This is an optimization exercise on Yosys and OpenROAD, whose aim is small area and a short achievable clock period, not a production implementation. No activity file was given, so power comes from the tool's default toggle rates.

==> flow/design.v <==
module crc16_update (
    input  wire [15:0] acc_in,
    input  wire [7:0]  data,
    output wire [15:0] acc_out
);
    wire [7:0] x = acc_in[7:0] ^ data;
    wire       p = ^x;
    assign acc_out = {p,
                      p ^ x[7],
                      x[7] ^ x[6],
                      x[6] ^ x[5],
                      x[5] ^ x[4],
                      x[4] ^ x[3],
                      x[3] ^ x[2],
                      x[2] ^ x[1],
                      acc_in[15] ^ x[1] ^ x[0],
                      acc_in[14] ^ x[0],
                      acc_in[13:9],
                      acc_in[8] ^ p};
endmodule
module crc16_tfv (
    input  wire         clk,
    input  wire         rst,           
    input  wire         in_valid,
    input  wire [7:0]   in_byte,
    input  wire         lenient,       
    input  wire         td_reset,      
    input  wire         ce_valid,
    input  wire         ce_op,         
    input  wire [15:0]  ce_data,
    output wire [15:0]  acc,           
    output wire         busy,          
    output wire         fault,         
    output reg          rec_valid,
    output wire [127:0] rec_id,
    output wire [4:0]   rec_id_len,
    output wire [255:0] rec_val,
    output wire [5:0]   rec_val_len,
    output reg          tel_valid,
    output reg  [1:0]   tel_status,    
    output wire [5:0]   tel_count
);
    reg         busy_q, s_hdr, s_crlf, s_id, s_val, s_vend, s_crc;
    wire        s_wait = ~busy_q;
    reg [15:0]  acc_q;
    reg         len_eff;
    reg         corr;
    reg         fault_q;
    reg [5:0]   idb [0:15];    
    reg [4:0]   id_len;
    reg         id_fresh;      
    reg [5:0]   id_first;      
    reg         id_dirty;      
    reg [7:0]   valb [0:31];
    reg [5:0]   val_len;
    reg         crc_bad;       
    reg [2:0]   crc_len;       
    reg [5:0]   pend;
    assign acc         = acc_q;
    assign busy        = busy_q;
    assign fault       = fault_q;
    assign rec_id_len  = id_len;
    assign rec_val_len = val_len;
    assign tel_count   = pend;
    genvar g;
    generate
        for (g = 0; g < 16; g = g + 1) begin : g_id_out
            assign rec_id[8*g +: 8] = {2'b00, idb[g]};
        end
        for (g = 0; g < 32; g = g + 1) begin : g_val_out
            assign rec_val[8*g +: 8] = valb[g];
        end
    endgenerate
    wire [7:0] b = in_byte;
    wire is_ws    = (b == 8'h09) || (b == 8'h0A) || (b == 8'h0B) ||
                    (b == 8'h0C) || (b == 8'h0D) || (b == 8'h20);
    wire is_digit = (b >= 8'h30) && (b <= 8'h39);
    wire is_idch  = is_digit || (b == 8'h3A) || (b == 8'h2D) ||
                    (b == 8'h2E) || (b == 8'h2A);
    wire is_cr    = (b == 8'h0D);
    wire is_slash = (b == 8'h2F);
    wire is_bang  = (b == 8'h21);
    wire is_open  = (b == 8'h28);
    wire is_close = (b == 8'h29);
    wire is_hex   = is_digit || ((b >= 8'h41) && (b <= 8'h46));
    wire cec = ce_valid & ~td_reset;
    wire byt = in_valid & ~ce_valid & ~td_reset;
    wire [7:0]  upd_byte = ce_valid ? ce_data[7:0] : in_byte;
    wire [15:0] acc_upd;
    crc16_update u_update (
        .acc_in  (acc_q),
        .data    (upd_byte),
        .acc_out (acc_upd)
    );
    wire [4:0] id_cur   = id_fresh ? 5'd1 : id_len;    
    wire       id_full  = id_cur[4];
    wire       id_any   = (id_len != 5'd0);             
    wire       val_full = val_len[5];
    wire open_b  = byt & (s_wait | s_crc) & is_slash;
    wire term_b  = byt & s_crc & (is_cr | is_slash);
    wire id_oth  = ~(is_ws | is_idch | is_open);
    wire vend_oth = ~(is_ws | is_digit | is_bang | is_open);
    wire commit  = byt & s_vend & (is_digit | is_bang);
    wire fold_b = byt & (s_hdr |
                         (s_crlf & (is_ws | is_digit)) |
                         (s_id & (len_eff | ~id_oth)) |
                         s_val |
                         (s_vend & (len_eff | ~vend_oth)) |
                         (s_crc & is_bang));
    wire abandon_b = byt & ((s_crlf & ~(is_ws | is_digit)) |
                            (s_id & ~len_eff & id_oth) |
                            (s_vend & ~len_eff & vend_oth));
    wire go_wait = td_reset | abandon_b | (term_b & is_cr);
    wire go_hdr  = open_b;
    wire go_crlf = byt & s_hdr & is_cr;
    wire go_id   = byt & ((s_crlf & is_digit) | (s_vend & is_digit));
    wire go_val  = byt & (s_id | s_vend) & is_open;
    wire go_vend = byt & s_val & is_close;
    wire go_crc  = byt & ((s_id & len_eff & is_bang) | (s_vend & is_bang));
    wire moves   = go_wait | go_hdr | go_crlf | go_id | go_val | go_vend | go_crc;
    always @(posedge clk) begin
        if (rst) begin
            busy_q <= 1'b0; s_hdr <= 1'b0; s_crlf <= 1'b0; s_id <= 1'b0;
            s_val <= 1'b0; s_vend <= 1'b0; s_crc <= 1'b0;
        end else if (moves) begin
            busy_q <= ~go_wait;
            s_hdr  <= go_hdr;
            s_crlf <= go_crlf;
            s_id   <= go_id;
            s_val  <= go_val;
            s_vend <= go_vend;
            s_crc  <= go_crc;
        end
    end
    always @(posedge clk) begin
        if (rst || open_b)
            acc_q <= 16'h0000;
        else if (cec & s_wait)
            acc_q <= ce_op ? acc_upd : ce_data;
        else if (fold_b)
            acc_q <= acc_upd;
    end
    always @(posedge clk) begin
        if (open_b)
            len_eff <= lenient;
        if (s_wait | s_hdr)
            corr <= 1'b0;
        else if (byt & len_eff & ((s_id & id_oth) | (s_vend & vend_oth)))
            corr <= 1'b1;
        if (rst) begin
            fault_q   <= 1'b0;
            rec_valid <= 1'b0;
            tel_valid <= 1'b0;
        end else begin
            if (byt & ((s_id & is_idch & id_full) |
                       (s_val & ~is_close & val_full) |
                       (commit & id_any & (pend == 6'd63))))
                fault_q <= 1'b1;
            rec_valid <= commit & id_any & ~fault_q;
            tel_valid <= term_b & ~fault_q;
        end
    end
    always @(posedge clk) begin
        if (s_wait | s_hdr)
            pend <= 6'd0;
        else if (commit & id_any)
            pend <= pend + 6'd1;
    end
    wire       id_app   = byt & s_id & is_idch;
    wire       id_clr   = s_wait | s_hdr | s_crlf;
    wire       id_wipe  = id_clr | (s_id & (id_dirty | id_fresh));
    wire [5:0] id_data  = (id_app | s_crc) ? b[5:0] : 6'd0;
    wire [5:0] id_data1 = (id_clr | (s_id & id_dirty)) ? 6'd0 : id_data;
    wire [5:0] id_data2 = id_wipe ? 6'd0 : id_data;
    always @(posedge clk) begin
        if (s_crlf)
            id_len <= 5'd1;
        else if (s_id) begin
            if (id_app)
                id_len <= id_cur + 5'd1;
            else if (byt & len_eff & id_oth)
                id_len <= 5'd0;
            else
                id_len <= id_cur;
        end
        id_fresh <= commit & is_digit;
        id_dirty <= byt & s_id & len_eff & id_oth;
        if (s_vend)
            id_first <= b[5:0];
    end
    integer k;
    always @(posedge clk) begin
        if (id_wipe | (s_id & (id_cur == 5'd0)) | (s_crc & (crc_len == 3'd0)))
            idb[0] <= s_crlf ? b[5:0] : (s_id & id_fresh) ? id_first : id_data;
        if (id_wipe | (s_id & (id_cur == 5'd1)) | (s_crc & (crc_len == 3'd1)))
            idb[1] <= id_data1;
        for (k = 2; k < 16; k = k + 1)
            if (id_wipe | (s_id & (id_cur == k)) | (s_crc & (crc_len == k)))
                idb[k] <= id_data2;
    end
    wire       val_clr  = ~(s_val | s_vend);
    wire       val_app  = byt & s_val & ~is_close;
    wire [7:0] val_data = val_app ? b : 8'h00;
    always @(posedge clk) begin
        if (val_clr)
            val_len <= 6'd0;
        else if (val_app)
            val_len <= val_len + 6'd1;
        for (k = 0; k < 32; k = k + 1)
            if (val_clr | (s_val & (val_len == k)))
                valb[k] <= val_data;
    end
    wire crc_app = byt & s_crc & ~(is_cr | is_slash | is_bang);
    always @(posedge clk) begin
        if (~s_crc) begin
            crc_len <= 3'd0;
            crc_bad <= 1'b0;
        end else if (crc_app) begin
            if (crc_len != 3'd5)
                crc_len <= crc_len + 3'd1;
            if (~crc_len[2] & ~is_hex)
                crc_bad <= 1'b1;
        end
    end
    function [3:0] hex_nib;
        input [5:0] c;
        begin
            hex_nib = c[4] ? c[3:0] : (c[3:0] + 4'd9);
        end
    endfunction
    wire [15:0] crc_hex = {hex_nib(idb[0]), hex_nib(idb[1]), hex_nib(idb[2]), hex_nib(idb[3])};
    wire [1:0] status = corr ? 2'd2 :
                        (crc_len == 3'd0) ? 2'd0 :
                        ((crc_len == 3'd4) && !crc_bad && (crc_hex == acc_q)) ? 2'd0 : 2'd1;
    always @(posedge clk) begin
        if (term_b)
            tel_status <= status;
    end
endmodule
make LEC_CHECK=0 CAP_MARGIN=20 CORE_MARGIN=2 CORE_UTILIZATION=40 CTS_CLUSTER_DIAMETER=100 CTS_CLUSTER_SIZE=30 SETUP_SLACK_MARGIN=3.0 SLEW_MARGIN=20 finish   # period 5.0 ns
run.sh (not shown) runs the stock make flow with config.mk's settings and CLKGATE_MAP_FILE= SYNTH_SCRIPT=/design/flow/synth_recipe.tcl, a recipe that flattens the netlist after the stock synthesis.
==> next run, changes <==
- CTS_CLUSTER_DIAMETER: 100 -> default
- CTS_CLUSTER_SIZE: 30 -> default
After rerunning: The new run completed without violations. Final cell count went up by about 3.4%. Design area went up by about 4.7%. Clock-buffer cell count went up by 25. Core utilization went up by 2.7 points. Non-clock buffer count went up by 17. Clock skew went down by 15 ps. Clock power went up by about 60%. Worst hold slack improves by 8.6 ps. Critical path depth stays the same. Area after synthesis is unchanged.
No functional check of the RTL was part of any run of this note.

-- afterwards: timing with drivers on the ports --
The flow's constraints put no driver on any port. The routed layouts listed below were extracted and timed again, unchanged, in two steps. Step 1, drivers: a clkbuf_16 drives clk and a buf_2 each remaining input, both assumed. Step 2 also shifts input and output timing later by t, the mid clock arrival at the registers, as if the neighbouring blocks saw the same clock. Three values: no drivers, after step 1, after step 2; two values: the first two.
| run | t, ns | setup WS [ns] | worst hold slack (ns) | latest minus earliest clock arrival (ns) | worst slew at a driven data input, ns |
|---|---|---|---|---|---|
| the first run | 0.579 | 2.306 / 2.305 / 1.725 | 0.502 / 0.502 / 0.502 | 0.031 / 0.031 | 0.07 |
| the second run | 0.589 | 2.378 / 2.387 / 1.798 | 0.511 / 0.511 / 0.511 | 0.015 / 0.015 | 0.17 |
After both steps every run listed still meets setup and hold. The setup slack of the first run, which loses most, moves by -0.001 ns with the drivers and by -0.581 ns with both steps.
